From an optimization exercise on the open Yosys and OpenROAD flow, aimed at small area; shortcuts taken in it are not production practice.
Only simulation tests tie the RTL to the original design; equivalence was not proved.
Power and IR drop assume default switching activity.

<file path="flow/run.sh">
#!/bin/bash
# synth_recipe.tcl (not shown) runs the flow's synth.tcl, then flattens the netlist and writes it again
# the make line also repeats each setting of config.mk as NAME=value (left out here)
make -C /OpenROAD-flow-scripts/flow DESIGN_CONFIG=/design/flow/config.mk WORK_HOME=/design/flow/orfs CLKGATE_MAP_FILE= SYNTH_SCRIPT=/design/flow/synth_recipe.tcl finish
</file>
<file path="flow/config.mk">
export PLATFORM = sky130hd
export DESIGN_NAME = nand_timing_unit
export DESIGN_NICKNAME = nand_timing_unit
export VERILOG_FILES = /design/flow/design.v
export SDC_FILE = /design/flow/constraint.sdc
export NUM_CORES = 4
export LEC_CHECK = 0
export CAP_MARGIN = 20
export CORE_MARGIN = 2
export CORE_UTILIZATION = 40
export PLACE_DENSITY = 0.6
export SLEW_MARGIN = 20
</file>
<file path="flow/design.v">
module split_enc #(
    parameter CW  = 10,    
    parameter POS = 6,     
    parameter W   = 1,     
    parameter F   = 256    
) (
    input  wire [CW-1:0]      c,
    output wire [POS+W-1:0]   v
);
    wire [CW-1:0] major0 = c / F;
    wire [CW-1:0] minor0 = c % F;
    wire          carry  = (minor0 > ((1 << POS) - 1));
    wire [CW:0]   major1 = {1'b0, major0} + carry;
    /*verilator lint_off UNUSEDSIGNAL*/
    wire [CW-1:0] minor1 = carry ? {CW{1'b0}} : minor0;
    /*verilator lint_on UNUSEDSIGNAL*/
    wire          sat    = (major1 > ((1 << W) - 1));
    assign v = sat ? {(POS+W){1'b1}} : {major1[W-1:0], minor1[POS-1:0]};
endmodule
module nand_timing_unit (
    input  wire        clk,
    input  wire        rst,
    input  wire        wr_en,
    input  wire [4:0]  wr_addr,
    input  wire [31:0] wr_data,
    input  wire        start,
    input  wire [1:0]  op,
    input  wire        bus16,
    input  wire [31:0] mck_hz,
    output wire        ready,
    output wire        done,
    output reg  [7:0]  answer,
    output wire        unsupported,
    output wire [31:0] result,
    output wire [31:0] setup_reg,
    output wire [31:0] pulse_reg,
    output wire [31:0] cycle_reg,
    output wire [31:0] timings_reg,
    output wire [31:0] mode_reg
);
    localparam OP_NTC = 2'd0;
    localparam OP_PER = 2'd1;
    localparam OP_CYC = 2'd2;
    localparam [31:0] PS_LO = 32'hD4A5_1000;
    localparam [31:0] PS_HI = 32'd232;
    reg  [4:0]  ph;         
    reg         busy;
    reg  [3:0]  j;          
    reg  [1:0]  op_r;
    reg         bus16_r;
    wire ph0  = (ph == 5'd0);
    wire ph31 = (ph == 5'd31);
    wire per  = (op_r == OP_PER);
    wire ntc  = (op_r == OP_NTC);
    wire cyc  = (op_r == OP_CYC);
    assign ready = ~busy & ph31;
    wire   wr    = wr_en & ready;
    wire   go    = start & ready;
    reg [31:0] w [0:22];
    reg [31:0] w_nx [0:22];    
    reg [31:0] B;           
    reg        b_v;
    reg [4:0]  b_a;
    always @(posedge clk) begin
        if (!busy)
            B <= ph31 ? (start ? ((op == OP_PER) ? mck_hz : w_nx[0]) : wr_data)
                      : {B[30:0], 1'b0};
        if (rst)
            b_v <= 1'b0;
        else if (ph31)
            b_v <= wr;
        if (ph31)
            b_a <= wr_addr;
    end
    genvar g;
    generate
        for (g = 0; g <= 22; g = g + 1) begin : g_w
            always @(*)
                w_nx[g] = {w[g][30:0], (b_v && b_a == g) ? B[31] : w[g][31]};
            always @(posedge clk)
                w[g] <= w_nx[g];
        end
    endgenerate
    reg [4:0] s;
    always @(*) begin
        s = 5'd0;
        case (op_r)
            OP_PER: s[0] = PS_LO[~ph];
            OP_CYC: s[0] = w[22][31];
            default: begin
                case (j)
                    4'd0:  s[0] = w[1][31];
                    4'd1:  s[3:0] = {w[5][31], w[4][31], w[3][31], w[2][31]};
                    4'd2:  s = {w[10][31], w[9][31], w[8][31], w[7][31], w[6][31]};
                    4'd3:  s[0] = w[11][31];
                    4'd4:  s[1:0] = {w[13][31], w[12][31]};
                    4'd5:  s[0] = w[14][31];
                    4'd6:  s[0] = w[15][31];
                    4'd7:  s[0] = w[16][31];
                    4'd8:  s[0] = w[17][31];
                    4'd9:  s[0] = w[18][31];
                    4'd10: s[0] = w[19][31];
                    4'd11: s[0] = w[20][31];
                    default: s[0] = w[21][31];
                endcase
            end
        endcase
    end
    reg  [4:0] alive;
    wire       m = |(alive & s);
    always @(posedge clk)
        alive <= ph31 ? 5'b11111 : (alive & (s | {5{~m}}));
    reg  [31:0] R;          
    reg  [31:0] Q;          
    wire [31:0] r_in = ph0 ? (per ? PS_HI : 32'd0) : R;
    wire [32:0] rs   = {r_in, m};
    wire [33:0] df   = {1'b0, rs} - {2'b0, B};
    wire        ge   = ~df[33];
    always @(posedge clk) begin
        R <= ge ? df[31:0] : rs[31:0];
        Q <= {Q[30:0], ge};
    end
    reg  signed [9:0]  dq;
    wire signed [10:0] dq2 = (ph0 ? 11'sd0 : {dq, 1'b0}) + $signed({1'b0, ge}) - $signed({1'b0, Q[31]});
    always @(posedge clk)
        dq <= (dq2 < -11'sd2) ? -10'sd2 : ((dq2 > 11'sd300) ? 10'sd300 : dq2[9:0]);
    wire        rem  = |R;
    wire [3:0]  k    = j - 4'd1;         
    reg         rem0;                    
    wire [9:0]  c10  = ((|Q[31:10]) | (&Q[9:0])) ? 10'd1023 : (Q[9:0] + {9'd0, rem});
    wire signed [10:0] dd = {dq[9], dq} + $signed({1'b0, rem}) - $signed({1'b0, rem0});
    wire        pos  = (dd > 11'sd0);
    wire [7:0]  ws8  = pos ? ((dd > 11'sd255) ? 8'd255 : dd[7:0]) : 8'd0;
    reg  [9:0]  A;          
    wire [9:0]  mx   = (c10 > A) ? c10 : A;
    wire [10:0] asum = {1'b0, A} + {1'b0, c10};
    wire [9:0]  anew = asum[10] ? 10'd1023 : asum[9:0];
    wire [9:0]  V    = (k == 4'd3 || k == 4'd7) ? mx : c10;
    wire [5:0] e_s;
    wire [6:0] e_p;
    wire [8:0] e_c;
    wire [3:0] e_m;
    split_enc #(.CW(8),  .POS(5), .W(1), .F(128)) u_enc_s (.c(ws8), .v(e_s));
    split_enc #(.CW(10), .POS(6), .W(1), .F(256)) u_enc_p (.c(V),   .v(e_p));
    split_enc #(.CW(10), .POS(7), .W(2), .F(256)) u_enc_c (.c(V),   .v(e_c));
    split_enc #(.CW(10), .POS(3), .W(1), .F(64))  u_enc_m (.c(V),   .v(e_m));
    function [6:0] c2p(input [8:0] c);
        c2p = (c[8] || (c[7] && c[6])) ? 7'h7f : (c[6] ? 7'h40 : {c[7], c[5:0]});
    endfunction
    reg [5:0] f_s;
    reg [6:0] f_p0, f_p2;
    reg [8:0] f_c0, f_c1;
    reg [3:0] f_m0, f_m1, f_m2, f_m3;
    reg [3:0] tdf;
    wire post = busy & ph0 & ntc;
    always @(posedge clk) begin
        if (ph0)
            rem0 <= rem;
        if (post) begin
            case (k)
                4'd0: begin f_p0 <= e_p; A <= c10; end
                4'd1: begin f_s  <= e_s; A <= mx; end
                4'd2: begin A <= anew; end
                4'd3: begin f_c0 <= e_c; end
                4'd4: begin A <= c10; end
                4'd5: begin tdf <= pos ? ((dd > 11'sd15) ? 4'd15 : dd[3:0]) : 4'd1; end
                4'd6: begin f_p2 <= e_p; A <= anew; end
                4'd7: begin f_c1 <= e_c; end
                4'd8: f_m0 <= e_m;
                4'd9: f_m1 <= e_m;
                4'd10: f_m2 <= e_m;
                4'd11: f_m3 <= e_m;
                default: ;
            endcase
        end
    end
    wire last = ntc ? (j == 4'd13) : (j == 4'd1);
    assign done = busy & ph0 & last;
    always @(posedge clk) begin
        if (rst) begin
            ph   <= 5'd0;
            busy <= 1'b0;
        end else begin
            ph <= ph + 5'd1;
            if (go) begin
                busy    <= 1'b1;
                j       <= 4'd0;
                op_r    <= op;
                bus16_r <= bus16;
            end else if (busy) begin
                if (ph31)
                    j <= j + 4'd1;
                if (done)
                    busy <= 1'b0;
            end
        end
    end
    wire b_zero = (B == 32'd0);
    always @(*) begin
        case (op_r)
            OP_PER:  answer = b_zero ? 8'h13 : ((B < 32'd233) ? 8'h14 : 8'h00);
            2'd3:    answer = 8'h12;
            default: answer = b_zero ? 8'h15 : 8'h00;
        endcase
    end
    assign unsupported = (w[16] < 32'd30000);
    assign result      = Q + {31'd0, rem & cyc};
    assign setup_reg   = {26'd0, f_s};
    assign pulse_reg   = {1'b0, c2p(f_c1), 1'b0, f_p2, 1'b0, c2p(f_c0), 1'b0, f_p0};
    assign cycle_reg   = {7'd0, f_c1, 7'd0, f_c0};
    assign timings_reg = {1'b1, 3'd0, e_m, 4'd0, f_m3, 4'd0, f_m2, f_m1, f_m0};
    assign mode_reg    = {11'd0, 1'b1, tdf, 2'd0, 1'b0, bus16_r, 10'd0, 2'b11};
endmodule
</file>
<file path="flow/constraint.sdc">
create_clock -name core_clock -period 12.0 [get_ports {clk}]
set_input_delay 2.4000 -clock core_clock [delete_from_list [all_inputs] [get_ports {clk}]]
set_output_delay 2.4000 -clock core_clock [all_outputs]
set_load 0.01 [all_outputs]
</file>
==> notes.md, run 1 <==
CTS:
- The post-CTS setup repair buffer count is 0.
- The TritonCTS buffer count is 88.
- The post-cts repair resize count is 0.
- The number of levels in the clock H-tree is 3.
- Clock tree synthesis found a total of 935 sinks.
- The worst-case clock buffer depth is 3.
- The later pin in the worst-skew pair is clocked with a latency of 0.64 ns.
- TritonCTS built the clock tree.
- The clock tree root buffer cell is sky130_fd_sc_hd__clkbuf_16.
- In this run, post-CTS hold repair placed 0 buffers.
- The clock-pin slew on the worst setup and hold paths is 0.06 ns.

Synthesis:
- The count of warnings emitted by yosys is 3.
- The dominant synthesized flop cell is sky130_fd_sc_hd__dfxtp_1.
- For this run, asynchronously set or reset flops after synthesis account for 0.
- The portion of synthesized cell area occupied by the leading cell type is 0.576.
- The area of the mapped netlist is 28,600 um2.
- In the post-synthesis netlist, the biggest area contributors are sky130_fd_sc_hd__dfxtp_1, sky130_fd_sc_hd__edfxtp_1, sky130_fd_sc_hd__ha_1.
- The post-synthesis register bit count is 935.
- The library cell with the largest summed area after synthesis is sky130_fd_sc_hd__dfxtp_1.
- Yosys mapped a number of flops with a built-in enable equal to around 110.
- Dividing the synthesized area by the synthesized cell count gives 12.6 um2.
- After technology mapping, the gate count stands at 2,274.
- For this run, the register share of the synthesized area comes to 0.694.
- The number of different library cells used by synthesis comes to 80.

Floorplan:
- The die is 271 um wide.
- The die outline area is between 70,000 and 80,000 um2.
- Measured along the y axis, the die boundary spans 271 um.
- The starting density of the core is 0.402.
- For this design the top-level I/O count stands at roughly 280.
- The core area is about 70,000 um2.
- Row generation in the floorplan step produced 98 rows.

Job:
- The number of max-capacitance violations reported is 0.

Final layout:
- The final-stage net count is 2,680.
- The area growth from synthesis to layout is 20.0%.
- After filler insertion, the fill cell instance count of the layout stands at roughly 6,300.
- Summing all non-filler instances in the final layout gives an area of 34,300 um2.
- The fraction of layout cells with a size suffix above 1 is 0.0714.

Min path:
- The type of the most critical hold path is reg2reg.

Global route:
- Summed over all layers, the global routing overflow is 0.
- The maximum number of pins on one net before global-route repair is 75.
- The number of global-route vias before repair was 16,130.
- The first global-routing pass estimated approximately 88 mm of wire.
- The initial antenna violation count is 8.
- The overall global routing resource usage is 0.150.

Pwr:
- The post-layout total power is 7.73 mW.
- The power density of the placed cells is roughly 230 nW/um2.
- The switching power share of the total is 0.271.
- The register share of total power is 0.443.
- The leakage power summed over all cells is roughly 14 nW.
- The share of total power dissipated in combinational logic is 0.189.
- The peak supply drop is 0.153 mV.
- Of the total power, the clock network draws 0.368.
- In this run the power spent charging and discharging nets is between 2 and 2.5 mW.
- The internal portion of the total power is ~5.6 mW.

Critical path:
- The cell seen most often among critical-path stages is sky130_fd_sc_hd__ha_1.
- The cell family contributing the most delay on the critical path is compound AO/OA/AOI/OAI gates.
- For the worst setup path, the data arrival time is ~7.1 ns.
- The slowest stage of the critical path is the sky130_fd_sc_hd__a31oi_1 cell.
- The critical path contains buffers and inverters numbering 3 combined.
- The element type at the critical path start is a flip-flop.
- Of all nets on the critical path, the largest fanout is 11.
- The kind of end point of the critical path is an output pin.
- The critical path goes through nor4_1, nand4_1, nor2_1, inv_1, ha_1, ha_1, nand3_1, nor2_1, xnor2_1, nand2_1, ha_1, nand4_1, a211oi_1, a2111oi_0, o211ai_1, buf_4, a31oi_1, ha_1, nor4_1, a22o_1, o21ai_0, clkdlybuf4s50_1.
- The largest single stage delay on the critical path is roughly 0.84 ns.
- The critical path start-end classification is reg2out.
- The required time at the worst-slack endpoint is 9.60 ns.

STA:
- Based on the critical path, the design can be clocked at up to approximately 0.10 GHz.
- The clock tree skew after final layout is 0.0243 ns.
- The final number of hold-violating endpoints is 0.
- The final-layout worst hold slack is 0.311 ns.
- The worst path needs 9.54 ns of the cycle, external delays included.
- For the pin with the worst max-slew slack, the measured transition is 1.03 ns.
- The worst slew margin relative to its limit is 0.311.
- The final-report max-slew violation count came to 0.
- Setup violations remaining at the end of the flow were counted as 0.
- The final-layout setup total negative slack is 0 ns.
- Setup repair after global routing left no endpoint under its margin.
- The final period utilization is 0.795.

Route:
- After detailed routing, the average wire length per cell comes to 15.9 um.
- The routed layout has 16,446 vias.
- The number of DRC violations after detailed-routing iteration 0 is 1,015.
- Once detail routing completed, the nets flagged for antenna violations numbered 0.
- The remaining design rule violation count is 0.
- Dividing the detail-routed via count by the number of cells gives about 4.7.
- For this block, the routed nets add up to 56.0 mm of wire.
- The first TritonRoute pass finished after 6 iterations.

Placed design:
- The number of input and output port buffers inserted is approximately 190.
- At the end of routability-driven placement, the weighted congestion stood at 0.844.
- Once detailed placement completed, the half-perimeter wirelength came to 39.0 mm.
- The cell area after placement is 31,200 um2.

Status:
- The run finished with no timing, DRC or antenna violations.
==> flip-flops by register name, summed over array words and instances (netlist names), 6 cells and up <==
register and flops:
A 10, B 32, Q 32, R 32
dq 10, f_c0 9, f_c1 9, f_p0 7
f_p2 7, f_s 6, w 736
==> synthesized netlist by cell type (all sizes together), types with 4 or more instances <==
master / instances
clkbuf: 34
a2111oi: 4
xor2: 30
nand2b: 26
ha: 93
a22o: 5
a21o: 24
nor3b: 5
a21boi: 5
o21bai: 6
o21a: 12
a211o: 8
o31ai: 6
o21ai: 109
o211ai: 41
nand3: 32
edfxtp: 113
nor2: 96
a211oi: 11
nand4: 18
nand2: 149
and3: 16
a311oi: 4
buf: 105
or2: 6
inv: 108
nor2b: 17
a21oi: 61
xnor2: 48
and2: 33
nor3: 29
a31oi: 9
mux2i: 48
o22ai: 4
a221o: 7
mux2: 33
nor4: 36
or3: 11
dfxtp: 822
a221oi: 6
==> per-layer routing <==
layer	GRT usage	vias to the layer above	routed length (um)
li1	-	8106	-
met1	0.210	7824	27500
met2	0.228	406	24200
met3	0.0347	100	2910
met4	0.0541	10	1420
met5	0	-	65
==> cells in the final DEF (no fill, tap or decap), drive strengths merged, types with 29 or more instances in the layout <==
cell type,Yosys,routed
o21ai,109,109
ha,93,93
xnor2,48,48
nand3,32,32
o211ai,41,41
nor4,36,36
nor2,96,96
mux2,33,33
dfxtp,822,822
inv,108,113
clkbuf,34,127
nand2,149,149
edfxtp,113,113
and2,33,33
nor3,29,29
clkdlybuf4s50,0,190
conb,2,87
xor2,30,30
a21oi,61,61
mux2i,48,48
==> layout make-up <==
class	count	area, um2	share of cell area
Sequential cell	935	19800	0.578
Multi-Input combinational cell	1177	7810	0.228
Clock buffer	127	2690	0.0783
Timing Repair Buffer	198	1960	0.0572
Tap cell	950	1190	0.0346
Clock inverter	33	405	0.0118
Inverter	108	405	0.0118
Antenna cell	3	7.51	0.000219
==> final timing paths <==
check,from,to,slack [ns],cells after the start
max reg2reg,j[1]$_SDFFCE_PP0P_,dq[3]$_SDFF_PP1_,4.88,26
max,R[4]$_DFF_P_,timings_reg[24],2.46,22
min reg2reg,w[5][25]$_DFF_P_,w[5][26]$_DFF_P_,0.31,0
min,w[5][25]$_DFF_P_,w[5][26]$_DFF_P_,0.31,0
==> logic make-up after synthesis <==
| kind of cell | count (synthesis) | synth area share |
|---|---|---|
| DFF | 935 | 0.694 |
| and+or+nand+nor | 487 | 0.0838 |
| AOI/OAI and AO/OA | 348 | 0.0805 |
| buffers and inverters | 247 | 0.0448 |
| adders and majority gates | 96 | 0.0428 |
| muxes | 81 | 0.0298 |
| xor gates and xnor gates | 78 | 0.0239 |
| other | 2 | 0.000263 |
==> through the flow <==
| stage | instances | worst slack, ns | utilization |
|---|---|---|---|
| 2_1_floorplan | 2359 | 5.01 | - |
| 3_3_place_gp | 3368 | 3.30 | 0.439 |
| 3_5_place_dp | 3368 | 3.08 | 0.439 |
| 4_1_cts | 3528 | 2.41 | 0.482 |
| 5_1_grt | 3531 | 2.00 | 0.483 |
| 6_report | 3531 | 2.46 | 0.483 |
==> power by group through the flow <==
stage	sequential [mW]	clock, mW	combinational (mW)
6_report	3.42	2.85	1.46
3_3_place_gp	3.48	0	1.44
2_1_floorplan	3.45	0	1.11
5_1_grt	3.44	3.06	1.62
4_1_cts	3.42	2.92	1.46
3_5_place_dp	3.49	0	1.45
==> worst reg2reg max path, delay by kind of cell, from the launching register on <==
kind | cells | cell delay (ns)
AOI/OAI and AO/OA | 14 | 3.56
adders and majority gates | 4 | 1.48
and+or+nand+nor | 5 | 1.24
DFF | 1 | 0.45
buffers and inverters | 3 | 0.28
==> run 2, diff against run 1 <==
--- a/flow/design.v
+++ b/flow/design.v
@@ -58,12 +58,10 @@
     wire   go    = start & ready;
     reg [31:0] w [0:22];
-    reg [31:0] w_nx [0:22];    
     reg [31:0] B;           
     reg        b_v;
     reg [4:0]  b_a;
     always @(posedge clk) begin
-        if (!busy)
-            B <= ph31 ? (start ? ((op == OP_PER) ? mck_hz : w_nx[0]) : wr_data)
-                      : {B[30:0], 1'b0};
+        if (!busy || j == 4'd0)
+            B <= ready ? (wr_en ? wr_data : mck_hz) : {B[30:0], w[0][31]};
         if (rst)
             b_v <= 1'b0;
@@ -76,8 +74,6 @@
     generate
         for (g = 0; g <= 22; g = g + 1) begin : g_w
-            always @(*)
-                w_nx[g] = {w[g][30:0], (b_v && b_a == g) ? B[31] : w[g][31]};
             always @(posedge clk)
-                w[g] <= w_nx[g];
+                w[g] <= {w[g][30:0], (b_v && b_a == g) ? B[31] : w[g][31]};
         end
     endgenerate
@@ -90,17 +86,17 @@
             default: begin
                 case (j)
-                    4'd0:  s[0] = w[1][31];
-                    4'd1:  s[3:0] = {w[5][31], w[4][31], w[3][31], w[2][31]};
-                    4'd2:  s = {w[10][31], w[9][31], w[8][31], w[7][31], w[6][31]};
-                    4'd3:  s[0] = w[11][31];
-                    4'd4:  s[1:0] = {w[13][31], w[12][31]};
-                    4'd5:  s[0] = w[14][31];
-                    4'd6:  s[0] = w[15][31];
-                    4'd7:  s[0] = w[16][31];
+                    4'd1:  s[0] = w[1][31];
+                    4'd2:  s[3:0] = {w[5][31], w[4][31], w[3][31], w[2][31]};
+                    4'd3:  s = {w[10][31], w[9][31], w[8][31], w[7][31], w[6][31]};
+                    4'd4:  s[0] = w[11][31];
+                    4'd5:  s[1:0] = {w[13][31], w[12][31]};
+                    4'd6:  s[0] = w[14][31];
+                    4'd7:  s[0] = w[15][31];
                     4'd8:  s[0] = w[17][31];
                     4'd9:  s[0] = w[18][31];
                     4'd10: s[0] = w[19][31];
                     4'd11: s[0] = w[20][31];
-                    default: s[0] = w[21][31];
+                    4'd12: s[0] = w[21][31];
+                    default: s[0] = w[16][31];
                 endcase
             end
@@ -136,20 +132,22 @@
     wire [10:0] asum = {1'b0, A} + {1'b0, c10};
     wire [9:0]  anew = asum[10] ? 10'd1023 : asum[9:0];
-    wire [9:0]  V    = (k == 4'd3 || k == 4'd7) ? mx : c10;
+    wire [9:0]  V    = (k == 4'd4 || k == 4'd13) ? mx : c10;
     wire [5:0] e_s;
-    wire [6:0] e_p;
     wire [8:0] e_c;
-    wire [3:0] e_m;
     split_enc #(.CW(8),  .POS(5), .W(1), .F(128)) u_enc_s (.c(ws8), .v(e_s));
-    split_enc #(.CW(10), .POS(6), .W(1), .F(256)) u_enc_p (.c(V),   .v(e_p));
     split_enc #(.CW(10), .POS(7), .W(2), .F(256)) u_enc_c (.c(V),   .v(e_c));
-    split_enc #(.CW(10), .POS(3), .W(1), .F(64))  u_enc_m (.c(V),   .v(e_m));
     function [6:0] c2p(input [8:0] c);
         c2p = (c[8] || (c[7] && c[6])) ? 7'h7f : (c[6] ? 7'h40 : {c[7], c[5:0]});
     endfunction
+    function [3:0] c2m(input [8:0] c);
+        c2m = (c[8:7] != 2'd0 || (c[6] && c[5:3] != 3'd0)) ? 4'hf :
+              ((c[5:3] != 3'd0) ? 4'h8 : {c[6], c[2:0]});
+    endfunction
+    wire [6:0] e_p = c2p(e_c);
+    wire [3:0] e_m = c2m(e_c);
     reg [5:0] f_s;
     reg [6:0] f_p0, f_p2;
-    reg [8:0] f_c0, f_c1;
-    reg [3:0] f_m0, f_m1, f_m2, f_m3;
+    reg [8:0] f_c0;
+    reg [3:0] f_m0, f_m1, f_m2, f_m3, f_m4;
     reg [3:0] tdf;
     wire post = busy & ph0 & ntc;
@@ -159,21 +157,21 @@
         if (post) begin
             case (k)
-                4'd0: begin f_p0 <= e_p; A <= c10; end
-                4'd1: begin f_s  <= e_s; A <= mx; end
-                4'd2: begin A <= anew; end
-                4'd3: begin f_c0 <= e_c; end
-                4'd4: begin A <= c10; end
-                4'd5: begin tdf <= pos ? ((dd > 11'sd15) ? 4'd15 : dd[3:0]) : 4'd1; end
-                4'd6: begin f_p2 <= e_p; A <= anew; end
-                4'd7: begin f_c1 <= e_c; end
+                4'd1: begin f_p0 <= e_p; A <= c10; end
+                4'd2: begin f_s  <= e_s; A <= mx; end
+                4'd3: begin A <= anew; end
+                4'd4: begin f_c0 <= e_c; end
+                4'd5: begin A <= c10; end
+                4'd6: begin tdf <= pos ? ((dd > 11'sd15) ? 4'd15 : dd[3:0]) : 4'd1; end
+                4'd7: begin f_p2 <= e_p; A <= anew; end
                 4'd8: f_m0 <= e_m;
                 4'd9: f_m1 <= e_m;
                 4'd10: f_m2 <= e_m;
                 4'd11: f_m3 <= e_m;
+                4'd12: f_m4 <= e_m;
                 default: ;
             endcase
         end
     end
-    wire last = ntc ? (j == 4'd13) : (j == 4'd1);
+    wire last = ntc ? (j == 4'd14) : (j == 4'd2);
     assign done = busy & ph0 & last;
     always @(posedge clk) begin
@@ -185,5 +183,5 @@
             if (go) begin
                 busy    <= 1'b1;
-                j       <= 4'd0;
+                j       <= (op == OP_PER) ? 4'd1 : 4'd0;
                 op_r    <= op;
                 bus16_r <= bus16;
@@ -207,7 +205,7 @@
     assign result      = Q + {31'd0, rem & cyc};
     assign setup_reg   = {26'd0, f_s};
-    assign pulse_reg   = {1'b0, c2p(f_c1), 1'b0, f_p2, 1'b0, c2p(f_c0), 1'b0, f_p0};
-    assign cycle_reg   = {7'd0, f_c1, 7'd0, f_c0};
-    assign timings_reg = {1'b1, 3'd0, e_m, 4'd0, f_m3, 4'd0, f_m2, f_m1, f_m0};
+    assign pulse_reg   = {1'b0, e_p, 1'b0, f_p2, 1'b0, c2p(f_c0), 1'b0, f_p0};
+    assign cycle_reg   = {7'd0, e_c, 7'd0, f_c0};
+    assign timings_reg = {1'b1, 3'd0, f_m4, 4'd0, f_m3, 4'd0, f_m2, f_m1, f_m0};
     assign mode_reg    = {11'd0, 1'b1, tdf, 2'd0, 1'b0, bus16_r, 10'd0, 2'b11};
 endmodule
==> notes.md, run 2 <==
Status:
- The flow ran to the end and the layout has no timing, DRC or antenna violations.

Min path:
- The tightest min-delay check is of the reg2reg type.
- The worst hold path begins at w[4][16]$_DFF_P_.

Final layout:
- The fraction of layout cells with a size suffix above 1 is 0.0708.
- The final-stage net count is 2,639.
- The register name with the most flops is w.
- The number of flip-flops in the largest register is 736.
- From synthesis to final layout, the design area changed by 20.7%.
- The top cell types in the final layout, fill and taps aside, are sky130_fd_sc_hd__dfxtp_1, sky130_fd_sc_hd__clkdlybuf4s50_1, sky130_fd_sc_hd__nand2_1.
- The most common cell after layout, fill and taps aside is sky130_fd_sc_hd__dfxtp_1.
- The repair_antennas step left the layout with diodes totalling 0.

STA:
- In this run the tightest slew margin relative to its limit is 0.294.
- The final-layout setup total negative slack is 0 ns.
- Setup repair after global routing left no endpoint under its margin.
- The count of endpoints failing setup in the final report is 0.
- For the pin with the worst max-slew slack, the measured transition is 1.06 ns.
- The minimum period implied by the final worst setup slack is 9.44 ns.
- The final-report max-slew violation count is 0.
- Across the routed clock network, the largest skew measured is approximately 0.024 ns.
- The post-route worst setup slack is 2.56 ns.
- In the finished design, the share of the clock period the worst path needs comes to 0.787.
- The fmax is 0.106 GHz.
- The final number of hold-violating endpoints is 0.

CTS:
- The longest clock path from root to sink contains 3 buffers.
- At the later pin of the worst-skew pair, clock insertion delay measures 0.63 ns.
- The number of gates resized after CTS was 0.
- The post-CTS setup repair buffer count is 0.
- The hold-fix buffer count after cts is 0.
- The number of clock sinks seen by CTS is 930.
- TritonCTS built the clock tree.
- The number of levels in the clock H-tree is 3.
- The clock tree root buffer cell is sky130_fd_sc_hd__clkbuf_16.
- The TritonCTS buffer count is 89.
- The clock-pin slew on the worst setup and hold paths is 0.06 ns.

Pwr:
- The peak supply drop is around 0.13 mV.
- In this run the static leakage power is 13.4 nW.
- The post-layout total power is between 7 and 8 mW.
- The power density of the placed cells is about 230 nW/um2.

Critical path:
- The cell count of the worst reg-to-reg path is 29.
- The setup slack of the worst register-to-register path is 4.41 ns.
- Data arrives at the worst endpoint at 7.04 ns.
- The startpoint identified for the worst register-to-register timing path is j[0]$_DFFE_PP_.
- The most critical setup path has its startpoint at R[15]$_DFF_P_.
- The element type at the critical path start is a flip-flop.
- Along the worst path, the maximum fanout reaches 16.
- The required time at the worst-slack endpoint is 9.60 ns.
- The kind of end point of the critical path is an output pin.
- The most critical setup path has its endpoint at pulse_reg[26].
- The endpoint identified for the worst register-to-register timing path is dq[3]$_SDFF_PP1_.
- The setup path with the least slack is of type reg2out.

Job:
- The tool flagged a number of max-cap violations equal to 0.

Route:
- Detailed routing inserted a total of about 16,000 vias.
- After detailed routing, the number of vias per cell comes to 4.54.
- The detailed router finished its first iteration with 884 violations.
- For this run, design rule violations remaining after detail routing come to 0.
- The first detailed-routing pass ran for 7 iterations.
- In the final routed layout, each cell accounts on average for about 15 um.
- The routed design has 52.8 mm of wire.
- The detail route stage leaves a number of antenna-violating nets equal to 0.

Placed design:
- The final estimated routing congestion in global placement is around 0.85.
- Summed over all nets, the half-perimeter wirelength after detailed placement is 36.9 mm.
- During placement, the flow inserted port buffers numbering roughly 190.
- Prior to clock tree synthesis, the placed netlist has a worst setup slack of around 3.2 ns.

Synthesis:
- Yosys mapped the design onto 78 distinct sky130hd cell types.
- The share of synthesized area in the top cell type comes to 0.590.
- Each instance of the synthesized netlist takes up on average 12.6 um2.
- The gate count of the mapped netlist is ~2,200.
- The area of the mapped netlist is about 28,000 um2.
- Summed over all instances, the cell type with the most area after synthesis is sky130_fd_sc_hd__dfxtp_1.
- Ranked by total cell area, the synthesized netlist is headed by sky130_fd_sc_hd__dfxtp_1, sky130_fd_sc_hd__edfxtp_1, sky130_fd_sc_hd__ha_1.
- Among all cell types in the netlist, the one instantiated most often is sky130_fd_sc_hd__dfxtp_1.
- The dominant synthesized flop cell is sky130_fd_sc_hd__dfxtp_1.
- The share of synthesized flip-flops with an asynchronous set or reset is 0.
- The sequential area share after synthesis is 0.706.
- The commonest cells after synthesis are sky130_fd_sc_hd__dfxtp_1, sky130_fd_sc_hd__nand2_1, sky130_fd_sc_hd__edfxtp_1, sky130_fd_sc_hd__inv_1, sky130_fd_sc_hd__ha_1.
- The number of enable flip-flop cells after synthesis is 108.
- The count of warnings emitted by yosys is 2.
- The synthesized design contains 930 register bits.

Global route:
- In the global route stage, overall resource usage came out at 0.146.
- The initial antenna violation count is 0.
- Entering global routing, the biggest net connects 66 pins.
- The first global-routing pass estimated 83.7 mm of wire.
- The number of global-route vias before repair was ~16,000.
- The final global-route overflow total is 0.

Floorplan:
- The cell row count is 96.
- The die boundary width is 268 um.
- The floorplan step set the die height to 268 um.
- The starting density of the core is 0.405.
- In this run the count of I/O pins placed on the die edge is ~280.
- The die outline area is about 72,000 um2.
- The total area inside the core boundary comes to 68,800 um2.
==> run 2: worst max-delay path: stages, from the launching register on <==
cell and delay (ns):
sky130_fd_sc_hd__dfxtp_1 0.31, sky130_fd_sc_hd__nor4_1 0.35, sky130_fd_sc_hd__nand4_1 0.16, sky130_fd_sc_hd__nor2_1 0.35, sky130_fd_sc_hd__inv_1 0.14, sky130_fd_sc_hd__ha_1 0.25
sky130_fd_sc_hd__ha_1 0.22, sky130_fd_sc_hd__nand3_1 0.15, sky130_fd_sc_hd__or3_1 0.12, sky130_fd_sc_hd__and3_1 0.26, sky130_fd_sc_hd__inv_2 0.08, sky130_fd_sc_hd__ha_1 0.43
sky130_fd_sc_hd__nand3_1 0.11, sky130_fd_sc_hd__nor2_1 0.21, sky130_fd_sc_hd__nand3_1 0.12, sky130_fd_sc_hd__o21ai_0 0.12, sky130_fd_sc_hd__a31o_1 0.14, sky130_fd_sc_hd__nand3_1 0.45
sky130_fd_sc_hd__mux2_2 0.52, sky130_fd_sc_hd__ha_1 0.25, sky130_fd_sc_hd__nand2_1 0.08, sky130_fd_sc_hd__nor3_1 0.05, sky130_fd_sc_hd__a31oi_2 0.35, sky130_fd_sc_hd__nand2b_1 0.26
sky130_fd_sc_hd__o21ai_1 0.32, sky130_fd_sc_hd__clkdlybuf4s50_1 0.60
==> run 2: how the worst min path moves through the flow <==
stage                   endpoint  slack, ns  depth (start not counted)
6_report        w[4][17]$_DFF_P_       0.32                          0
5_1_grt         w[9][18]$_DFF_P_       0.33                          0
4_1_cts        w[22][20]$_DFF_P_       0.32                          0
3_5_place_dp    w[12][7]$_DFF_P_       0.31                          0
3_3_place_gp   w[15][30]$_DFF_P_       0.31                          0
2_1_floorplan   w[0][10]$_DFF_P_       0.31                          0
==> run 2: stage by stage <==
stage / hold WS (ns) / utilization / instance area, um2 / instances
floorplan: 0.310 / - / 28200 / 2305
global placement: 0.310 / 0.444 / 30600 / 3309
detailed placement: 0.312 / 0.444 / 30600 / 3309
CTS: 0.321 / 0.489 / 33700 / 3472
global route: 0.327 / 0.489 / 33700 / 3472
finish: 0.319 / 0.489 / 33700 / 3472
==> run 2: cell families (layout without fill, tap and decap cells) <==
kind of cell               after synthesis  count (layout)  synth area share
DFF                                    930             930             0.706
other                                    2              87          0.000269
xor gates and xnor gates                79              79            0.0251
AOI/OAI and AO/OA                      340             340            0.0751
and+or+nand+nor                        487             487            0.0857
adders and majority gates               94              94            0.0430
buffers and inverters                  229             465            0.0428
muxes                                   59              59            0.0220
==> run 2: cell type report <==
| type | count | area, um2 |
|---|---|---|
| clock buffer | 136 | 2740 |
| clock inverter | 27 | 369 |
| fill | 6035 | 35200 |
| inverter | 102 | 383 |
| multi-input combinational | 1146 | 7330 |
| sequential | 930 | 19700 |
| tap | 931 | 1160 |
| timing repair buffer | 200 | 1970 |
==> run 2: power breakdown <==
group	internal (mW)	switching, mW	leakage (nW)
logic	0.621	0.757	4.17
registers	3.29	0.129	7.74
clock network	1.70	1.15	1.53
==> run 2: per-layer routing <==
metal / GRT usage / part of all wire / vias to the layer above
met1: 0.208 / 0.49 / 7456
met3: 0.0325 / 0.046 / 100
met5: 0 / 0 / -
met4: 0.0465 / 0.023 / 0
li1: - / - / 7885
met2: 0.222 / 0.44 / 329
==> run 3, diff against run 2 <==
--- a/flow/config.mk
+++ b/flow/config.mk
@@ -9,4 +9,6 @@
 export CORE_MARGIN = 2
 export CORE_UTILIZATION = 40
+export CTS_CLUSTER_DIAMETER = 100
+export CTS_CLUSTER_SIZE = 30
 export PLACE_DENSITY = 0.6
 export SLEW_MARGIN = 20
==> notes.md, run 3 <==
CTS:
- After clock tree synthesis, the clock-pin slew on the worst setup and hold paths is approximately 0.11 ns.
- The number of levels in the clock H-tree is 2.
- The hold-fix buffer count after cts is 0.
- Post-CTS timing repair inserted 0 buffers for setup.
- The later pin in the worst-skew pair is clocked with a latency of 0.60 ns.
- The clock tree root buffer cell is sky130_fd_sc_hd__clkbuf_16.
- TritonCTS built the clock tree.
- The TritonCTS buffer count is 39.
- The post-cts repair resize count is 0.
- The clock net in this run drives a total of 930 sinks.
- In this run the deepest clock path goes through 3 buffers.

Floorplan:
- The die is 268 um tall.
- The cell row count is 96.
- In this run the count of I/O pins placed on the die edge is about 280.
- The die outline area is 71,900 um2.
- The die boundary width is 268 um.
- For this configuration, the core starts out at a cell density of 0.405.
- The core area is 68,800 um2.

STA:
- The post-route worst setup slack is 2.56 ns.
- The slew at the pin closest to its max-slew limit is 1.08 ns.
- Counting I/O delays and the setup requirement, the final critical path takes 9.44 ns.
- Between clock sinks in the finished design, the worst skew comes to 0.0333 ns.
- Hold is met by 0.325 ns.
- The final number of hold-violating endpoints was 0.
- The worst pin sits at a relative slew slack of 0.283.
- The final-report max-slew violation count is 0.
- The count of endpoints failing setup in the final report is 0.
- Timing would allow up to 0.106 GHz.
- Dividing the final minimum period by the clock period gives 0.787.
- Setup repair after global routing left no endpoint under its margin.
- The final-layout setup total negative slack is 0 ns.

Min path:
- The worst hold path depth is 0.
- The type of the most critical hold path is reg2reg.
- The worst hold path begins at w[6][20]$_DFF_P_.
- For hold timing, the worst endpoint is w[6][21]$_DFF_P_.

Status:
- The flow ran to the end and the layout has no timing, DRC or antenna violations.

Final layout:
- The non-filler instance count after layout is 3,367.
- The post-layout utilization of the core is 0.461.
- The count of fill cells added during filler insertion is 6,192.
- The post-route standard cell area excluding fillers is 31,700 um2.
- The diode insertion count for antenna repair is 0.
- The fraction of layout cells with a size suffix above 1 is 0.0353.
- In the final design database the tool counted 2,589 nets.
- The layout overhead on the synthesized area is 13.7%.
- Leaving out fill and tap cells, the most frequent cell in the layout is sky130_fd_sc_hd__dfxtp_1.
- The register name with the most flops is w.
- The top cell types in the final layout, fill and taps aside, are sky130_fd_sc_hd__dfxtp_1, sky130_fd_sc_hd__clkdlybuf4s50_1, sky130_fd_sc_hd__nand2_1.
- The number of flip-flops in the largest register is 736.

Critical path:
- The arrival time of the worst setup path is 7.04 ns.
- The kind of end point of the critical path is an output pin.
- The worst register-to-register path ends at dq[3]$_SDFF_PP1_.
- The critical path start-end classification is reg2out.
- The worst flop-to-flop path startpoint is j[0]$_DFFE_PP_.
- The worst setup path is launched from a flip-flop.
- At the worst endpoint, the required time is 9.60 ns.
- The cell count of the worst reg-to-reg path is 30.
- The critical-path maximum fanout is 16.
- For flop-to-flop paths, the worst setup slack is ~4.3 ns.

Synthesis:
- The most frequent cell after synthesis is sky130_fd_sc_hd__dfxtp_1.
- During synthesis, Yosys emitted a total of 2 warnings.
- Yosys mapped a number of flops with a built-in enable equal to around 110.
- Synthesis inferred 930 register bits.
- The average instance in the mapped netlist occupies 12.6 um2.
- The sequential area share after synthesis is 0.706.
- Synthesis handed over a netlist of roughly 2,200 instances.
- After synthesis, the netlist uses 78 different library cells.
- For this run, the leading register cell type out of synthesis is sky130_fd_sc_hd__dfxtp_1.
- The commonest cells after synthesis are sky130_fd_sc_hd__dfxtp_1, sky130_fd_sc_hd__nand2_1, sky130_fd_sc_hd__edfxtp_1, sky130_fd_sc_hd__inv_1, sky130_fd_sc_hd__ha_1.
- sky130_fd_sc_hd__dfxtp_1 takes more of the synthesized area than any other cell.
- The share of synthesized area in the top cell type comes to 0.590.
- In the synthesized netlist the async set-or-reset flop fraction comes to 0.
- Yosys attributes the largest share of cell area to sky130_fd_sc_hd__dfxtp_1, sky130_fd_sc_hd__edfxtp_1, sky130_fd_sc_hd__ha_1.
- The area of the mapped netlist is about 28,000 um2.

Global route:
- Across every metal layer, demand over resource in global routing totals 0.141.
- The global-route wire length before repair is 81.2 mm.
- The initial antenna violation count came to 0.
- The final global-route overflow total is 0.
- The number of global-route vias before repair is 14,995.
- Entering global routing, the biggest net connects 66 pins.

Route:
- The per-cell routed wire length is 15.3 um.
- The via density per instance is 4.55.
- Once detail routing completed, the nets flagged for antenna violations numbered 0.
- The via count of the routed design is 15,333.
- The first-pass iteration count of the detailed router is 6.
- After the first detailed-routing iteration, the DRC count stood at 1,041.
- After detailed routing, the number of remaining DRC violations is 0.
- The total wire length is 51.4 mm.

Placed design:
- The congestion estimate from routability-driven global placement came to about 0.85.
- Input and output buffers added on the ports amount to 191.
- After detailed placement, the total cell area comes to 30,600 um2.
- The HPWL after detailed placement is 36.9 mm.
- Prior to clock tree synthesis, the placed netlist has a worst setup slack of 3.16 ns.
- The count of placed standard cells including taps is 3,309.

Pwr:
- After layout, the design draws a total of 6.37 mW.
- The leakage power summed over all cells is 12.5 nW.
- The power density of the placed cells is 201 nW/um2.
- The peak supply drop is 0.135 mV.

Job:
- Max-cap violations in this run came to 0.
run 3: cell counts after synthesis:
Identical to the previous run, type by type.
run 3: cell families (layout without fill, tap and decap cells):
| group | count (synthesis) | count (layout) | synth area share |
|---|---|---|---|
| buffers and inverters | 229 | 360 | 0.0428 |
| flip-flops | 930 | 930 | 0.706 |
| AO/OA/AOI/OAI | 340 | 340 | 0.0751 |
| XOR/XNOR | 79 | 79 | 0.0251 |
| AND/OR/NAND/NOR | 487 | 487 | 0.0857 |
| multiplexers | 59 | 59 | 0.0220 |
| adder cells (fa/ha/maj) | 94 | 94 | 0.0430 |
| other | 2 | 87 | 0.000269 |
run 3: final cells by class:
type	count	area (um2)	share of cell area
Sequential cell	930	19700	0.621
Multi-Input combinational cell	1146	7330	0.231
Timing Repair Buffer	200	1970	0.0622
Tap cell	931	1160	0.0367
Clock buffer	49	1010	0.0319
Inverter	102	383	0.0121
Clock inverter	9	165	0.00521
run 3: how the worst max path moves through the flow:
stage,startpoint,to,slack (ns),cells past startpoint
floorplan,Q[26]$_DFF_P_,pulse_reg[27],4.98,23
global placement,R[22]$_DFF_P_,pulse_reg[27],3.24,26
detailed placement,R[15]$_DFF_P_,pulse_reg[27],3.16,26
CTS,R[15]$_DFF_P_,pulse_reg[28],2.47,25
global route,R[23]$_DFF_P_,pulse_reg[24],1.95,25
finish,R[22]$_DFF_P_,pulse_reg[26],2.56,25
run 3: critical path, cell delays in order (launching register included):
cell,delay [ns]
sky130_fd_sc_hd__dfxtp_1,0.33
sky130_fd_sc_hd__nor4_1,0.36
sky130_fd_sc_hd__nand4_1,0.16
sky130_fd_sc_hd__nor2_1,0.34
sky130_fd_sc_hd__inv_1,0.14
sky130_fd_sc_hd__ha_1,0.26
sky130_fd_sc_hd__ha_1,0.22
sky130_fd_sc_hd__nand3_1,0.15
sky130_fd_sc_hd__or3_1,0.12
sky130_fd_sc_hd__and3_1,0.26
sky130_fd_sc_hd__inv_2,0.08
sky130_fd_sc_hd__ha_1,0.43
sky130_fd_sc_hd__nand3_1,0.11
sky130_fd_sc_hd__nor2_1,0.21
sky130_fd_sc_hd__nand3_1,0.12
sky130_fd_sc_hd__o21ai_0,0.12
sky130_fd_sc_hd__a31o_1,0.14
sky130_fd_sc_hd__nand3_1,0.46
sky130_fd_sc_hd__mux2_2,0.52
sky130_fd_sc_hd__ha_1,0.25
sky130_fd_sc_hd__nand2_1,0.08
sky130_fd_sc_hd__nor3_1,0.05
sky130_fd_sc_hd__a31oi_2,0.35
sky130_fd_sc_hd__nand2b_1,0.26
sky130_fd_sc_hd__o21ai_1,0.32
sky130_fd_sc_hd__clkdlybuf4s50_1,0.60
run 3: report_power, final:
part           switching (mW)  internal, mW  total, mW  leakage, nW
combinational           0.758         0.622       1.38         4.17
sequential              0.129          3.29       3.41         7.74
clock                   0.921         0.650       1.57        0.569
run 3: metal layers:
metal	share of wire	track usage
met1	0.50	0.206
met2	0.44	0.218
met3	0.042	0.0211
met4	0.023	0.0417
met5	0	0
==> run 4, diff against run 3 <==
==> flow/flow/run.sh (new file) <==
#!/bin/bash
# Layout flow: the standard ORFS flow (standard.sh) with two changes:
#  - the port buffers are the smallest buffer cell, sky130_fd_sc_hd__buf_1;
#  - the clock tree clusters up to 30 flip-flops within 90 um on each leaf
#    buffer and inserts no dummy loads.
# standard.sh's output goes to standard.log here; ORFS keeps each step's full
# log under orfs/logs.
set -euo pipefail
cd "$(dirname "$0")/.."
export BUFFER_PORTS_ARGS="-buffer_cell sky130_fd_sc_hd__buf_1"
export CTS_ARGS="-sink_clustering_enable -repair_clock_nets -dont_use_dummy_load -sink_clustering_size 30 -sink_clustering_max_diameter 90"
bash standard.sh > standard.log 2>&1
==> flow/standard.sh (new file) <==
#!/bin/bash
# synth_recipe.tcl (not shown) runs the flow's synth.tcl, then flattens the netlist and writes it again
# the make line also repeats each setting of config.mk as NAME=value (left out here)
make -C /OpenROAD-flow-scripts/flow DESIGN_CONFIG=/design/flow/config.mk WORK_HOME=/design/flow/orfs CLKGATE_MAP_FILE= SYNTH_SCRIPT=/design/flow/synth_recipe.tcl "${@:-finish}"
--- a/flow/config.mk
+++ b/flow/config.mk
@@ -8,7 +8,5 @@
 export CAP_MARGIN = 20
 export CORE_MARGIN = 2
-export CORE_UTILIZATION = 40
-export CTS_CLUSTER_DIAMETER = 100
-export CTS_CLUSTER_SIZE = 30
-export PLACE_DENSITY = 0.6
+export CORE_UTILIZATION = 55
+export PLACE_DENSITY = 0.7
 export SLEW_MARGIN = 20
removed: flow/run.sh
==> notes.md, run 4 <==
Critical path:
- The capturing element of the worst setup path is pulse_reg[27].
- The worst register-to-register path ends at dq[3]$_SDFF_PP1_.
- The worst flop-to-flop path startpoint is j[0]$_DFFE_PP_.
- The worst register-to-register path has a setup slack of 4.44 ns.
- The cell count of the worst reg-to-reg path is 29.
- The worst setup path is launched from a flip-flop.
- STA classifies the critical path endpoint as an output pin.
- At the worst endpoint, the arrival time is 6.51 ns.
- The critical path start-end classification is reg2out.
- The critical-path maximum fanout is 16.
- Data on the critical path is required at its endpoint by 9.60 ns.
- The most critical setup path has its startpoint at R[14]$_DFF_P_.

Global route:
- The initial antenna violation count is 3.
- The layer carrying the most global-route usage is met2.
- For this run, the total global-route usage over all layers was measured as 0.185.
- In the global route stage, met2 resource usage came out at 0.291.
- For met3 alone, demand over resource in global routing was 0.0295.
- The number of global-route vias before repair is 14,960.
- In the global route stage, met1 resource usage came out at 0.266.
- The maximum number of pins on one net before global-route repair is 66.
- The final global-route overflow total is 0.
- The first global-routing pass estimated 78.6 mm of wire.

Synthesis:
- By count the netlist is led by sky130_fd_sc_hd__dfxtp_1, sky130_fd_sc_hd__nand2_1, sky130_fd_sc_hd__edfxtp_1, sky130_fd_sc_hd__inv_1, sky130_fd_sc_hd__ha_1.
- The share of the Yosys chip area taken by registers is 0.706.
- The gate count of the mapped netlist is 2,220.
- The Yosys step of the flow raised 2 warnings.
- Among all flip-flop cells after synthesis, the most frequent one is sky130_fd_sc_hd__dfxtp_1.
- By area the synthesized netlist is led by sky130_fd_sc_hd__dfxtp_1, sky130_fd_sc_hd__edfxtp_1, sky130_fd_sc_hd__ha_1.
- The library cell with the largest summed area after synthesis is sky130_fd_sc_hd__dfxtp_1.
- The post-synthesis register bit count is 930.
- The count of different cell masters after synthesis is between 70 and 80.
- The per-instance average area after synthesis is 12.6 um2.
- Of the post-synthesis cell area, the dominant cell type holds 0.590.
- Of all flip-flops after synthesis, the portion carrying an async set or reset was 0.
- sky130_fd_sc_hd__dfxtp_1 is the most common cell in the netlist.
- The mapped netlist covers 27,900 um2.
- The synthesized design contains between 100 and 150 enable-type register cells.

Route:
- The first-pass iteration count of the detailed router is 5.
- In the routed layout, each cell is associated on average with a via count of 4.99.
- The remaining design rule violation count is 0.
- The total wire length is 49.3 mm.
- The number of DRC violations after detailed-routing iteration 0 is 901.
- The detail route stage leaves a number of antenna-violating nets equal to 0.
- The final route contains 15,413 vias.
- After detailed routing, the average wire length per cell comes to 16.0 um.

STA:
- The fmax is 0.112 GHz.
- The final-layout worst hold slack is 0.284 ns.
- Between clock sinks in the finished design, the worst skew comes to ~0.063 ns.
- The final-layout setup total negative slack is 0 ns.
- The final period utilization is 0.743.
- The worst slew margin relative to its limit is 0.308.
- The minimum period implied by the final worst setup slack is 8.91 ns.
- The final number of hold-violating endpoints came to 0.
- The final-report max-slew violation count is 0.
- The slew at the pin closest to its max-slew limit is 1.04 ns.
- Setup repair after global routing left no endpoint under its margin.
- The count of endpoints failing setup in the final report is 0.
- The post-route worst setup slack is 3.09 ns.

Placed design:
- In this run the cell area measured after placement is 29,000 um2.
- Prior to clock tree synthesis, the placed netlist has a worst setup slack of about 3.7 ns.
- The final estimated routing congestion in global placement is 0.873.
- The half-perimeter wire length after placement is 35.2 mm.
- The number of input and output port buffers inserted is ~190.
- The number of placed instances, taps included, is roughly 3,000.

Job:
- The number of max-capacitance violations reported is 0.

Floorplan:
- The die boundary width is around 230 um.
- The die outline height is between 200 and 250 um.
- The die outline area is 52,500 um2.
- The total area inside the core boundary comes to ~50,000 um2.
- The initial utilization of the core area, before any placement, comes to 0.557.
- The top-level port count is 279.
- The cell row count is 82.

CTS:
- The source-to-sink clock delay at the later pin of the worst-skew pair is 0.59 ns.
- The post-CTS setup repair buffer count is 0.
- The post-cts repair resize count is 0.
- TritonCTS created 39 clock buffers.
- The number of levels in the clock H-tree is 2.
- The tree built by TritonCTS fans out to 930 sinks.
- The worst-case clock buffer depth is 3.
- The clock tree root buffer cell is sky130_fd_sc_hd__clkbuf_16.
- TritonCTS built the clock tree.
- The clock-pin slew on the worst setup and hold paths is 0.11 ns.
- Buffers inserted to repair hold after CTS numbered 0.

Final layout:
- The non-filler instance count after layout is between 3,000 and 4,000.
- For this run, the share of the core covered by cells in the final layout is 0.599.
- The number of flip-flops in the largest register is between 700 and 800.
- Leaving out fill and tap cells, the most frequent cell in the layout is sky130_fd_sc_hd__dfxtp_1.
- After routing the design area is 30,000 um2.
- The diode insertion count for antenna repair is 0.
- The footprint of the multi-input gates is 7340 um2.
- The final-stage net count is 2,587.
- The count of fill cells added during filler insertion is ~4,000.
- The library cells used most frequently in the layout, excluding fill and tap cells, are sky130_fd_sc_hd__dfxtp_1, sky130_fd_sc_hd__buf_1, sky130_fd_sc_hd__nand2_1.
- The layout overhead on the synthesized area is 7.57%.
- The register name with the most flops is w.
- The total area of sequential cells is between 15,000 and 20,000 um2.
- The fraction of layout cells with a size suffix above 1 is 0.0319.

Pwr:
- The clock share of power is 0.234.
- The completed layout was analyzed and its total power is between 6 and 7 mW.
- The internal portion of the total power is 4.41 mW.
- Summed over all cells, the static leakage comes to about 12 nW.
- Across the VDD grid, the largest voltage drop is 0.179 mV.
- The power density of the placed cells is just over 200 nW/um2.
- The switching power share of the total is 0.282.
- The switching component of the power is 1.74 mW.
- The part of the power in combinational logic is 0.211.
- The register share of total power is 0.555.

Min path:
- The path class of the tightest hold or removal check is reg2reg.

Status:
- The flow ran to the end and the layout has no timing, DRC or antenna violations.
==> run 4: cell types whose count changed in the layout (fill, tap and decap cells not counted), moves of 2 or more <==
cell,delta
sky130_fd_sc_hd__clkinv_16,-2
sky130_fd_sc_hd__buf_4,-2
sky130_fd_sc_hd__clkdlybuf4s50_1,-190
sky130_fd_sc_hd__clkbuf_1,-10
sky130_fd_sc_hd__buf_1,+190
sky130_fd_sc_hd__inv_16,-2
==> run 4: critical path, stage by stage (launching register included) <==
cell                       delay, ns
sky130_fd_sc_hd__dfxtp_1        0.32
sky130_fd_sc_hd__nor4_1         0.40
sky130_fd_sc_hd__nand4_1        0.18
sky130_fd_sc_hd__nor2_1         0.27
sky130_fd_sc_hd__inv_1          0.11
sky130_fd_sc_hd__ha_1           0.24
sky130_fd_sc_hd__ha_1           0.22
sky130_fd_sc_hd__nand3_1        0.16
sky130_fd_sc_hd__or3_1          0.12
sky130_fd_sc_hd__and3_1         0.24
sky130_fd_sc_hd__inv_2          0.07
sky130_fd_sc_hd__ha_1           0.42
sky130_fd_sc_hd__nand3_1        0.12
sky130_fd_sc_hd__nor2_1         0.18
sky130_fd_sc_hd__nand3_1        0.11
sky130_fd_sc_hd__o21ai_0        0.12
sky130_fd_sc_hd__a31o_1         0.15
sky130_fd_sc_hd__nand3_1        0.46
sky130_fd_sc_hd__mux2_2         0.53
sky130_fd_sc_hd__ha_1           0.26
sky130_fd_sc_hd__nand2_1        0.09
sky130_fd_sc_hd__nor3_1         0.05
sky130_fd_sc_hd__a31oi_2        0.34
sky130_fd_sc_hd__nand2b_1       0.27
sky130_fd_sc_hd__nand2b_1       0.21
sky130_fd_sc_hd__nand2_1        0.14
sky130_fd_sc_hd__buf_1          0.17
==> run 4: how the worst min path moves through the flow <==
stage	start	end	slack [ns]	cells after the start
3_5_place_dp	w[4][2]$_DFF_P_	w[4][3]$_DFF_P_	0.31	0
2_1_floorplan	w[0][9]$_DFF_P_	w[0][10]$_DFF_P_	0.31	0
3_3_place_gp	w[21][26]$_DFF_P_	w[21][27]$_DFF_P_	0.31	0
6_report	w[0][13]$_DFF_P_	w[0][14]$_DFF_P_	0.28	0
5_1_grt	w[0][11]$_DFF_P_	w[0][12]$_DFF_P_	0.29	0
4_1_cts	w[0][13]$_DFF_P_	w[0][14]$_DFF_P_	0.29	0
==> run 4: layout make-up <==
class,instances,area share
Multi-Input combinational cell,1146,0.245
Tap cell,672,0.0280
Timing Repair Buffer,198,0.0257
Sequential cell,930,0.656
Inverter,102,0.0128
Clock buffer,39,0.0325
==> run 4: kinds of logic (layout without fill, tap and decap cells) <==
kind of cell    Yosys count  in the layout  synth area share
compound gates          340            340            0.0751
simple gates            487            487            0.0857
fa+ha+maj                94             94            0.0430
flops                   930            930             0.706
buf+inv                 229            339            0.0428
other cells               2             87          0.000269
mux                      59             59            0.0220
xor+xnor                 79             79            0.0251
==> run 4: power by group through the flow <==
stage,Combinational (mW),Clock [mW],Sequential (mW)
2_1_floorplan,1.03,0,3.44
3_3_place_gp,1.26,0,3.47
3_5_place_dp,1.28,0,3.48
4_1_cts,1.29,1.48,3.41
5_1_grt,1.45,1.59,3.44
6_report,1.30,1.44,3.41
==> run 4: metal layers <==
metal / part of all wire / routed length, um / vias up
met2: 0.45 / 22100 / 322
met3: 0.050 / 2470 / 76
li1: - / - / 7696
met1: 0.48 / 23700 / 7313
met5: 0.00079 / 39 / -
met4: 0.021 / 1010 / 6

-- re-timing with driven ports --
The results above use ideal ports. As a check the final layouts listed here were re-extracted and re-timed, cells and wires unchanged. Step 1 (the two cells are an assumption about what drives the block):
set clk [get_ports {clk}]
set_driving_cell -lib_cell sky130_fd_sc_hd__clkbuf_16 $clk
set_driving_cell -lib_cell sky130_fd_sc_hd__buf_2 [delete_from_list [all_inputs] $clk]
Step 2 times the ports against the registers' clock, not the clock port: input delays grow and output delays shrink by t, the midpoint of the rising clock arrivals with the driver on. Slacks: ideal ports / drivers / drivers and shift; pairs: ideal ports / drivers.
| run | t, ns | setup slack, ns | worst setup path after step 2 |
|---|---|---|---|
| run 1 | 0.683 | 2.455 / 2.396 / 3.079 | register to output |
| run 2 | 0.673 | 2.559 / 2.503 / 3.176 | register to output |
| run 3 | 0.641 | 2.560 / 2.504 / 3.144 | register to output |
| run 4 | 0.620 | 3.088 / 3.031 / 3.651 | register to output |
After both steps setup and hold are still met in every run listed.
